This is an optimization exercise on Yosys and OpenROAD, whose aim is small area, a short achievable clock period and few clock cycles, not a production implementation. Power is estimated from default activity; no workload was simulated.

==> delta: inputs <==
==> flow/design.v <==
module tfrc_unit (
    input  wire        clk,
    input  wire        rst,           
    input  wire        host_wr,
    input  wire [3:0]  host_addr,
    input  wire [31:0] host_wdata,
    output reg  [31:0] host_rdata,
    output reg         pb_en,
    output reg         pb_we,
    output reg  [29:0] pb_addr,
    output reg  [31:0] pb_wdata,
    output reg  [3:0]  pb_wstrb,
    input  wire [31:0] pb_rdata,
    input  wire        in_valid,
    input  wire [7:0]  in_data,
    input  wire        in_end,
    input  wire        in_fail,
    output reg         in_ready,
    output reg         out_valid,
    output reg  [7:0]  out_data,
    input  wire        out_ack,
    input  wire        out_fail
);
    localparam [7:0] OP_CRC32C  = 8'h01;
    localparam [7:0] OP_MASK    = 8'h02;
    localparam [7:0] OP_MCRC    = 8'h03;
    localparam [7:0] OP_WRFRAME = 8'h04;
    localparam [7:0] OP_RDFRAME = 8'h05;
    localparam [3:0] RC_OK      = 4'd1;
    localparam [3:0] RC_EOS     = 4'd2;
    localparam [3:0] RC_TRUNC   = 4'd3;
    localparam [3:0] RC_CKSUM   = 4'd4;
    localparam [3:0] RC_OVERSZ  = 4'd5;
    localparam [3:0] RC_IOFAIL  = 4'd6;
    localparam [3:0] RC_ILLEGAL = 4'd7;
    localparam [3:0] RC_PATHF   = 4'd8;
    localparam [3:0] S_IDLE = 4'd0;
    localparam [3:0] S_RUN  = 4'd1;     
    localparam [3:0] S_TXL  = 4'd2;     
    localparam [3:0] S_TXC  = 4'd3;     
    localparam [3:0] S_TXP  = 4'd4;     
    localparam [3:0] S_TXD  = 4'd5;     
    localparam [3:0] S_MSK  = 4'd6;     
    localparam [3:0] S_RXL  = 4'd8;     
    localparam [3:0] S_RXC  = 4'd9;     
    localparam [3:0] S_RXP  = 4'd10;    
    localparam [3:0] S_RXD  = 4'd11;    
    function [31:0] rotr15(input [31:0] x);
        rotr15 = {x[14:0], x[31:15]};
    endfunction
    function [31:0] rotl15(input [31:0] x);
        rotl15 = {x[16:0], x[31:17]};
    endfunction
    function [31:0] crc_byte(input [31:0] c, input [7:0] b);
        integer k;
        reg [31:0] s;
        begin
            s = c ^ {24'd0, b};
            for (k = 0; k < 8; k = k + 1)
                s = s[0] ? ((s >> 1) ^ 32'h82F63B78) : (s >> 1);
            crc_byte = s;
        end
    endfunction
    reg [3:0]  st;
    reg        verify;
    reg        rxfault, txfault;
    reg [3:0]  rc, fphase;
    reg [63:0] len;
    reg [31:0] arg, res, ck_comp, ck_stored;
    reg [31:0] q;            
    reg [31:0] cnt;          
    reg [23:0] xb;           
    reg [2:0]  pos;          
    reg        carry;        
    reg        mism;         
    reg        primed;       
    reg        mc;           
    wire        busy   = (st != S_IDLE);
    wire [31:0] status = {16'd0, 4'd0, fphase, rc, 1'b0, txfault, rxfault, busy};
    wire        lenz  = (len[31:0] == 32'd0);
    wire        lenhi = (len[63:32] != 32'd0);
    wire [31:0] inc   = cnt + 32'd1;
    wire        last  = (inc == len[31:0]);
    reg  [7:0]  kb;
    always @(*) begin
        case (pos[1:0])
            2'd0: kb = 8'hD8;
            2'd1: kb = 8'hEA;
            2'd2: kb = 8'h82;
            default: kb = 8'hA2;
        endcase
    end
    wire        cin  = carry & (pos[1:0] != 2'd0);
    wire [8:0]  ssum = {1'b0, ~q[7:0]} + {1'b0, kb} + {8'd0, cin};
    wire [7:0]  sb   = ssum[7:0];
    wire [31:0] qsh  = {sb, q[31:8]};
    wire        p3   = (pos[1:0] == 2'd3);
    wire [7:0]  pbb     = pb_rdata[8*cnt[1:0] +: 8];
    wire [7:0]  lenbyte = len[8*pos +: 8];
    wire [7:0]  txb     = (st == S_TXL) ? lenbyte : pbb;
    wire [7:0]  crcin   = st[3] ? in_data : txb;
    wire [31:0] qn      = rotr15(crc_byte(rotl15(q), crcin));
    wire        bad     = (sb != in_data);
    always @(*) begin
        case (host_addr)
            4'd0:    host_rdata = {31'd0, verify};
            4'd1:    host_rdata = status;
            4'd3:    host_rdata = len[31:0];
            4'd4:    host_rdata = arg;
            4'd5:    host_rdata = res;
            4'd6:    host_rdata = ck_comp;
            4'd7:    host_rdata = ck_stored;
            4'd8:    host_rdata = len[63:32];
            default: host_rdata = 32'd0;
        endcase
    end
    wire adv = ((st == S_TXP) && out_ack) || ((st == S_RUN) && primed);
    always @(*) begin
        in_ready  = st[3];
        out_valid = (st == S_TXL) || (st == S_TXC) || (st == S_TXP) || (st == S_TXD);
        out_data  = ((st == S_TXC) || (st == S_TXD)) ? sb : txb;
        pb_en     = (st == S_RUN) || (st == S_TXC) || (st == S_TXP) || ((st == S_RXP) && in_valid);
        pb_we     = (st == S_RXP);
        pb_addr   = adv ? inc[31:2] : cnt[31:2];
        pb_wdata  = {4{in_data}};
        pb_wstrb  = 4'b0001 << cnt[1:0];
    end
    always @(posedge clk) begin
        if (rst) begin
            st        <= S_IDLE;
            verify    <= 1'b1;
            rxfault   <= 1'b0;
            txfault   <= 1'b0;
            rc        <= 4'd0;
            fphase    <= 4'd0;
            len       <= 64'd0;
            arg       <= 32'd0;
            res       <= 32'd0;
            ck_comp   <= 32'd0;
            ck_stored <= 32'd0;
        end else begin
            case (st)
            S_IDLE: begin
                if (host_wr) begin
                    case (host_addr)
                    4'd0: verify <= host_wdata[0];
                    4'd3: len[31:0] <= host_wdata;
                    4'd8: len[63:32] <= host_wdata;
                    4'd4: arg <= host_wdata;
                    4'd2: begin
                        cnt    <= 32'd0;
                        pos    <= 3'd0;
                        primed <= 1'b0;
                        q      <= 32'hFFFFFFFF;
                        mc     <= (host_wdata[7:0] == OP_MCRC);
                        case (host_wdata[7:0])
                        OP_CRC32C, OP_MCRC: begin
                            if (lenhi) begin
                                rc     <= RC_OVERSZ;
                                fphase <= S_RUN;
                            end else
                                st <= S_RUN;
                        end
                        OP_MASK: begin
                            q  <= ~rotr15(arg);
                            st <= S_MSK;
                        end
                        OP_WRFRAME: begin
                            if (txfault)
                                rc <= RC_PATHF;
                            else if (lenhi) begin
                                rc      <= RC_OVERSZ;
                                fphase  <= S_TXL;
                                txfault <= 1'b1;
                            end else
                                st <= S_TXL;
                        end
                        OP_RDFRAME: begin
                            if (rxfault)
                                rc <= RC_PATHF;
                            else
                                st <= S_RXL;
                        end
                        default: rc <= RC_ILLEGAL;
                        endcase
                    end
                    default: ;
                    endcase
                end
            end
            S_RUN: begin
                primed <= 1'b1;
                if (lenz || (primed && last)) begin
                    if (!lenz)
                        q <= qn;
                    if (mc)
                        st <= S_MSK;
                    else begin
                        res <= lenz ? 32'd0 : ~rotl15(qn);
                        rc  <= RC_OK;
                        st  <= S_IDLE;
                    end
                end else if (primed) begin
                    q   <= qn;
                    cnt <= inc;
                end
            end
            S_MSK: begin
                q     <= qsh;
                carry <= ssum[8];
                pos   <= pos + 3'd1;
                if (p3) begin
                    res <= qsh;
                    rc  <= RC_OK;
                    st  <= S_IDLE;
                end
            end
            S_TXL, S_TXC, S_TXP, S_TXD: begin
                if (out_fail) begin
                    rc <= RC_IOFAIL; fphase <= st; txfault <= 1'b1; st <= S_IDLE;
                end else if (out_ack) begin
                    case (st)
                    S_TXL: begin
                        q   <= qn;
                        pos <= pos + 3'd1;
                        if (pos == 3'd7)
                            st <= S_TXC;
                    end
                    S_TXC: begin
                        q     <= qsh;
                        carry <= ssum[8];
                        pos   <= pos + 3'd1;
                        if (p3) begin
                            q  <= 32'hFFFFFFFF;
                            st <= lenz ? S_TXD : S_TXP;
                        end
                    end
                    S_TXP: begin
                        q   <= qn;
                        cnt <= inc;
                        if (last)
                            st <= S_TXD;
                    end
                    default: begin
                        q     <= qsh;
                        carry <= ssum[8];
                        pos   <= pos + 3'd1;
                        if (p3) begin
                            rc <= RC_OK;
                            st <= S_IDLE;
                        end
                    end
                    endcase
                end
            end
            S_RXL, S_RXC, S_RXP, S_RXD: begin
                if (in_valid) begin
                    case (st)
                    S_RXL: begin
                        q   <= qn;
                        {xb, cnt} <= {in_data, xb, cnt[31:8]};
                        pos <= pos + 3'd1;
                        if (pos == 3'd7) begin
                            len <= {in_data, xb, cnt};
                            st  <= S_RXC;
                        end
                    end
                    S_RXP: begin
                        q   <= qn;
                        cnt <= inc;
                        if (last)
                            st <= S_RXD;
                    end
                    default: begin
                        q     <= qsh;
                        carry <= ssum[8];
                        pos   <= pos + 3'd1;
                        xb    <= {in_data, xb[23:8]};
                        mism  <= (mism && (pos[1:0] != 2'd0)) || bad;
                        if (p3) begin
                            if (verify) begin
                                ck_comp   <= qsh;
                                ck_stored <= {in_data, xb};
                            end
                            if (verify && (mism || bad)) begin
                                rc <= RC_CKSUM; fphase <= st; rxfault <= 1'b1; st <= S_IDLE;
                            end else if (st == S_RXD) begin
                                rc <= RC_OK; st <= S_IDLE;
                            end else if (lenhi) begin
                                rc <= RC_OVERSZ; fphase <= st; rxfault <= 1'b1; st <= S_IDLE;
                            end else begin
                                q   <= 32'hFFFFFFFF;
                                cnt <= 32'd0;
                                st  <= lenz ? S_RXD : S_RXP;
                            end
                        end
                    end
                    endcase
                end else if (in_fail) begin
                    rc <= RC_IOFAIL; fphase <= st; rxfault <= 1'b1; st <= S_IDLE;
                end else if (in_end) begin
                    if (st == S_RXL && pos == 3'd0)
                        rc <= RC_EOS;
                    else begin
                        rc <= RC_TRUNC; fphase <= st; rxfault <= 1'b1;
                    end
                    st <= S_IDLE;
                end
            end
            default: st <= S_IDLE;
            endcase
        end
    end
endmodule
==> flow/run.sh <==
#!/bin/bash
# synth_recipe.tcl (not shown) runs the flow's synth.tcl, then flattens the netlist and writes it again
# the make line also repeats each setting of config.mk as NAME=value (left out here)
make -C /OpenROAD-flow-scripts/flow DESIGN_CONFIG=/design/flow/config.mk WORK_HOME=/design/flow/orfs CLKGATE_MAP_FILE= SYNTH_SCRIPT=/design/flow/synth_recipe.tcl finish
==> flow/config.mk <==
export PLATFORM = sky130hd
export DESIGN_NAME = tfrc_unit
export DESIGN_NICKNAME = tfrc_unit
export VERILOG_FILES = /design/flow/design.v
export SDC_FILE = /design/flow/constraint.sdc
export NUM_CORES = 4
export LEC_CHECK = 0
export CAP_MARGIN = 20
export CORE_MARGIN = 2
export CORE_UTILIZATION = 40
export SLEW_MARGIN = 20
==> flow/constraint.sdc <==
create_clock -name core_clock -period 6.0 [get_ports {clk}]
set_input_delay 1.2000 -clock core_clock [delete_from_list [all_inputs] [get_ports {clk}]]
set_output_delay 1.2000 -clock core_clock [all_outputs]
set_load 0.01 [all_outputs]
==> quartz (differences from delta) <==
--- a/flow/design.v
+++ b/flow/design.v
@@ -75,32 +75,44 @@
     reg        mism;         
     reg        primed;       
     reg        mc;           
+    reg [7:0]  obuf;         
+    reg        fresh;        
     wire        busy   = (st != S_IDLE);
     wire [31:0] status = {16'd0, 4'd0, fphase, rc, 1'b0, txfault, rxfault, busy};
     wire        lenz  = (len[31:0] == 32'd0);
     wire        lenhi = (len[63:32] != 32'd0);
     wire [31:0] inc   = cnt + 32'd1;
-    wire        last  = (inc == len[31:0]);
+    wire        eq    = (cnt == len[31:0]);
+    wire        s_txl = (st == S_TXL);
+    wire        s_txc = (st == S_TXC);
+    wire        s_txp = (st == S_TXP);
+    wire        s_txd = (st == S_TXD);
+    wire        s_run = (st == S_RUN);
+    wire [1:0]  psel    = cnt[1:0] - 2'd1;
+    wire [7:0]  pbb     = pb_rdata[8*psel +: 8];
+    wire [2:0]  posn    = pos + 3'd1;
+    wire [7:0]  lenbyte = len[8*posn +: 8];
+    wire [7:0]  txdata  = ((s_txp && fresh) || s_run) ? pbb : obuf;
+    wire [7:0]  crcin   = st[3] ? in_data : txdata;
+    wire [31:0] qn      = rotr15(crc_byte(rotl15(q), crcin));
+    wire        useqn = (s_txl && (pos == 3'd7)) || (s_txp && eq);
+    wire [31:0] qa    = useqn ? qn : q;
+    wire [1:0]  kidx  = (s_txc || s_txd) ? posn[1:0] : (s_txl || s_txp) ? 2'd0 : pos[1:0];
     reg  [7:0]  kb;
     always @(*) begin
-        case (pos[1:0])
+        case (kidx)
             2'd0: kb = 8'hD8;
             2'd1: kb = 8'hEA;
             2'd2: kb = 8'h82;
             default: kb = 8'hA2;
         endcase
     end
-    wire        cin  = carry & (pos[1:0] != 2'd0);
-    wire [8:0]  ssum = {1'b0, ~q[7:0]} + {1'b0, kb} + {8'd0, cin};
+    wire        cin  = carry & (kidx != 2'd0);
+    wire [8:0]  ssum = {1'b0, ~qa[7:0]} + {1'b0, kb} + {8'd0, cin};
     wire [7:0]  sb   = ssum[7:0];
-    wire [31:0] qsh  = {sb, q[31:8]};
+    wire [31:0] qs   = {sb, qa[31:8]};
     wire        p3   = (pos[1:0] == 2'd3);
-    wire [7:0]  pbb     = pb_rdata[8*cnt[1:0] +: 8];
-    wire [7:0]  lenbyte = len[8*pos +: 8];
-    wire [7:0]  txb     = (st == S_TXL) ? lenbyte : pbb;
-    wire [7:0]  crcin   = st[3] ? in_data : txb;
-    wire [31:0] qn      = rotr15(crc_byte(rotl15(q), crcin));
-    wire        bad     = (sb != in_data);
+    wire        bad  = (sb != in_data);
     always @(*) begin
         case (host_addr)
             4'd0:    host_rdata = {31'd0, verify};
@@ -114,18 +126,18 @@
             default: host_rdata = 32'd0;
         endcase
     end
-    wire adv = ((st == S_TXP) && out_ack) || ((st == S_RUN) && primed);
     always @(*) begin
         in_ready  = st[3];
-        out_valid = (st == S_TXL) || (st == S_TXC) || (st == S_TXP) || (st == S_TXD);
-        out_data  = ((st == S_TXC) || (st == S_TXD)) ? sb : txb;
-        pb_en     = (st == S_RUN) || (st == S_TXC) || (st == S_TXP) || ((st == S_RXP) && in_valid);
+        out_valid = s_txl || s_txc || s_txp || s_txd;
+        out_data  = txdata;
+        pb_en     = s_run || s_txc || s_txp || ((st == S_RXP) && in_valid && !eq);
         pb_we     = (st == S_RXP);
-        pb_addr   = adv ? inc[31:2] : cnt[31:2];
+        pb_addr   = cnt[31:2];
         pb_wdata  = {4{in_data}};
         pb_wstrb  = 4'b0001 << cnt[1:0];
     end
     always @(posedge clk) begin
+        fresh <= out_ack;
         if (rst) begin
             st        <= S_IDLE;
             verify    <= 1'b1;
@@ -152,6 +164,7 @@
                         pos    <= 3'd0;
                         primed <= 1'b0;
                         q      <= 32'hFFFFFFFF;
+                        obuf   <= len[7:0];
                         mc     <= (host_wdata[7:0] == OP_MCRC);
                         case (host_wdata[7:0])
                         OP_CRC32C, OP_MCRC: begin
@@ -190,61 +203,75 @@
             end
             S_RUN: begin
                 primed <= 1'b1;
-                if (lenz || (primed && last)) begin
-                    if (!lenz)
-                        q <= qn;
+                if (primed)
+                    q <= qn;
+                if (eq) begin
                     if (mc)
                         st <= S_MSK;
                     else begin
-                        res <= lenz ? 32'd0 : ~rotl15(qn);
+                        res <= primed ? ~rotl15(qn) : 32'd0;
                         rc  <= RC_OK;
                         st  <= S_IDLE;
                     end
-                end else if (primed) begin
-                    q   <= qn;
+                end else
                     cnt <= inc;
-                end
             end
             S_MSK: begin
-                q     <= qsh;
+                q     <= qs;
                 carry <= ssum[8];
-                pos   <= pos + 3'd1;
+                pos   <= posn;
                 if (p3) begin
-                    res <= qsh;
+                    res <= qs;
                     rc  <= RC_OK;
                     st  <= S_IDLE;
                 end
             end
             S_TXL, S_TXC, S_TXP, S_TXD: begin
+                if (s_txp)
+                    obuf <= txdata;
                 if (out_fail) begin
                     rc <= RC_IOFAIL; fphase <= st; txfault <= 1'b1; st <= S_IDLE;
                 end else if (out_ack) begin
                     case (st)
                     S_TXL: begin
-                        q   <= qn;
-                        pos <= pos + 3'd1;
-                        if (pos == 3'd7)
-                            st <= S_TXC;
+                        q    <= qn;
+                        pos  <= posn;
+                        obuf <= lenbyte;
+                        if (pos == 3'd7) begin
+                            q     <= qs;
+                            obuf  <= sb;
+                            carry <= ssum[8];
+                            st    <= S_TXC;
+                        end
                     end
                     S_TXC: begin
-                        q     <= qsh;
+                        q     <= qs;
+                        obuf  <= sb;
                         carry <= ssum[8];
-                        pos   <= pos + 3'd1;
+                        pos   <= posn;
                         if (p3) begin
-                            q  <= 32'hFFFFFFFF;
-                            st <= lenz ? S_TXD : S_TXP;
+                            q     <= 32'hFFFFFFFF;
+                            obuf  <= 8'hD8;
+                            carry <= 1'b0;
+                            cnt   <= 32'd1;
+                            st    <= lenz ? S_TXD : S_TXP;
                         end
                     end
                     S_TXP: begin
                         q   <= qn;
                         cnt <= inc;
-                        if (last)
-                            st <= S_TXD;
+                        if (eq) begin
+                            q     <= qs;
+                            obuf  <= sb;
+                            carry <= ssum[8];
+                            st    <= S_TXD;
+                        end
                     end
                     default: begin
-                        q     <= qsh;
+                        q     <= qs;
+                        obuf  <= sb;
                         carry <= ssum[8];
-                        pos   <= pos + 3'd1;
+                        pos   <= posn;
                         if (p3) begin
                             rc <= RC_OK;
                             st <= S_IDLE;
@@ -255,31 +282,28 @@
             end
             S_RXL, S_RXC, S_RXP, S_RXD: begin
                 if (in_valid) begin
-                    case (st)
-                    S_RXL: begin
+                    if (st == S_RXL) begin
                         q   <= qn;
                         {xb, cnt} <= {in_data, xb, cnt[31:8]};
-                        pos <= pos + 3'd1;
+                        pos <= posn;
                         if (pos == 3'd7) begin
                             len <= {in_data, xb, cnt};
                             st  <= S_RXC;
                         end
-                    end
-                    S_RXP: begin
+                    end else if (st == S_RXP && !eq) begin
                         q   <= qn;
                         cnt <= inc;
-                        if (last)
-                            st <= S_RXD;
-                    end
-                    default: begin
-                        q     <= qsh;
+                    end else begin
+                        q     <= qs;
                         carry <= ssum[8];
-                        pos   <= pos + 3'd1;
+                        pos   <= posn;
                         xb    <= {in_data, xb[23:8]};
                         mism  <= (mism && (pos[1:0] != 2'd0)) || bad;
+                        if (st == S_RXP)
+                            st <= S_RXD;
                         if (p3) begin
                             if (verify) begin
-                                ck_comp   <= qsh;
+                                ck_comp   <= qs;
                                 ck_stored <= {in_data, xb};
                             end
                             if (verify && (mism || bad)) begin
@@ -291,18 +315,20 @@
                             end else begin
                                 q   <= 32'hFFFFFFFF;
                                 cnt <= 32'd0;
-                                st  <= lenz ? S_RXD : S_RXP;
+                                st  <= S_RXP;
                             end
                         end
                     end
-                    endcase
-                end else if (in_fail) begin
-                    rc <= RC_IOFAIL; fphase <= st; rxfault <= 1'b1; st <= S_IDLE;
-                end else if (in_end) begin
-                    if (st == S_RXL && pos == 3'd0)
+                end else if (in_fail || in_end) begin
+                    if (in_fail)
+                        rc <= RC_IOFAIL;
+                    else if (st == S_RXL && pos == 3'd0)
                         rc <= RC_EOS;
-                    else begin
-                        rc <= RC_TRUNC; fphase <= st; rxfault <= 1'b1;
+                    else
+                        rc <= RC_TRUNC;
+                    if (in_fail || !(st == S_RXL && pos == 3'd0)) begin
+                        fphase  <= (st == S_RXP && eq) ? S_RXD : st;
+                        rxfault <= 1'b1;
                     end
                     st <= S_IDLE;
                 end
==> qor.txt <==
Status = complete, no violations
Setup TNS = 0 ns
Post-synthesis xor/xnor area fraction = 9.01%
Design Power = 5.24 mW
Clock transition at path regs = 0.07 ns
Combinational Power = 672 uW
Register fraction of the total cell area = 29.0%
FF+latch count = 302
Largest net degree at the start of global routing = 98
Most frequent cells after synthesis = 385 x nand2_1, 244 x a21oi_1, 220 x nor2_1, 207 x dfxtp_1, 171 x clkbuf_1
Power Density = 217 mW/mm2
Met2 GRT Util = 57.2%
Synth top area share = 20.4%
-- figures above: delta

==> qor.txt <==
Status = failed layout checks
Blocking Checks = negative setup slack
Synth top area share = 20.2%
Met2 GRT Util = 59.0%
Final WS setup = -0.158 ns
Setup TNS = -4.74 ns
Clock transition at path regs = 0.06 ns
Post-synthesis xor/xnor area fraction = 7.00%
Largest net degree at the start of global routing = 87
FF+latch count = 311
Combinational Power = 552 uW
Design Power = 5.25 mW
Final setup vio count = 34
Power Density = 197 mW/mm2
-- figures above: quartz

Function was not checked in any run of this note: the RTL went through the layout flow alone.

separate check: timing with driven ports:
The flow's constraints put no driver on any port. The routed layouts listed below were extracted and timed again, unchanged, in two steps.
Step 1 assumes that a clkbuf_16 drives the clock port and a buf_2 every other input.
Step 2 adds t to the input delays and takes it off the output delays; t is the mean of the earliest and latest rising clock arrival at the registers after step 1. Input paths then give back, and output paths get back, about the clock's delay inside the block.
a / b / c = no drivers / after step 1 / after step 2; a / b = the first two.
run | t (ns) | slack for setup (ns) | worst setup path after step 2 | latest minus earliest clock arrival (ns) | slew at the worst register clock pin (ns)
delta | 0.625 | 0.344 / 0.292 / 0.524 | register to register | 0.044 / 0.043 | 0.07 / 0.07
quartz | 0.628 | -0.158 / -0.131 / -0.759 | input to register | 0.032 / 0.032 | 0.07 / 0.07
For quartz, which loses most, drivers alone change the setup slack by +0.027 ns; drivers and shift together by -0.601 ns.
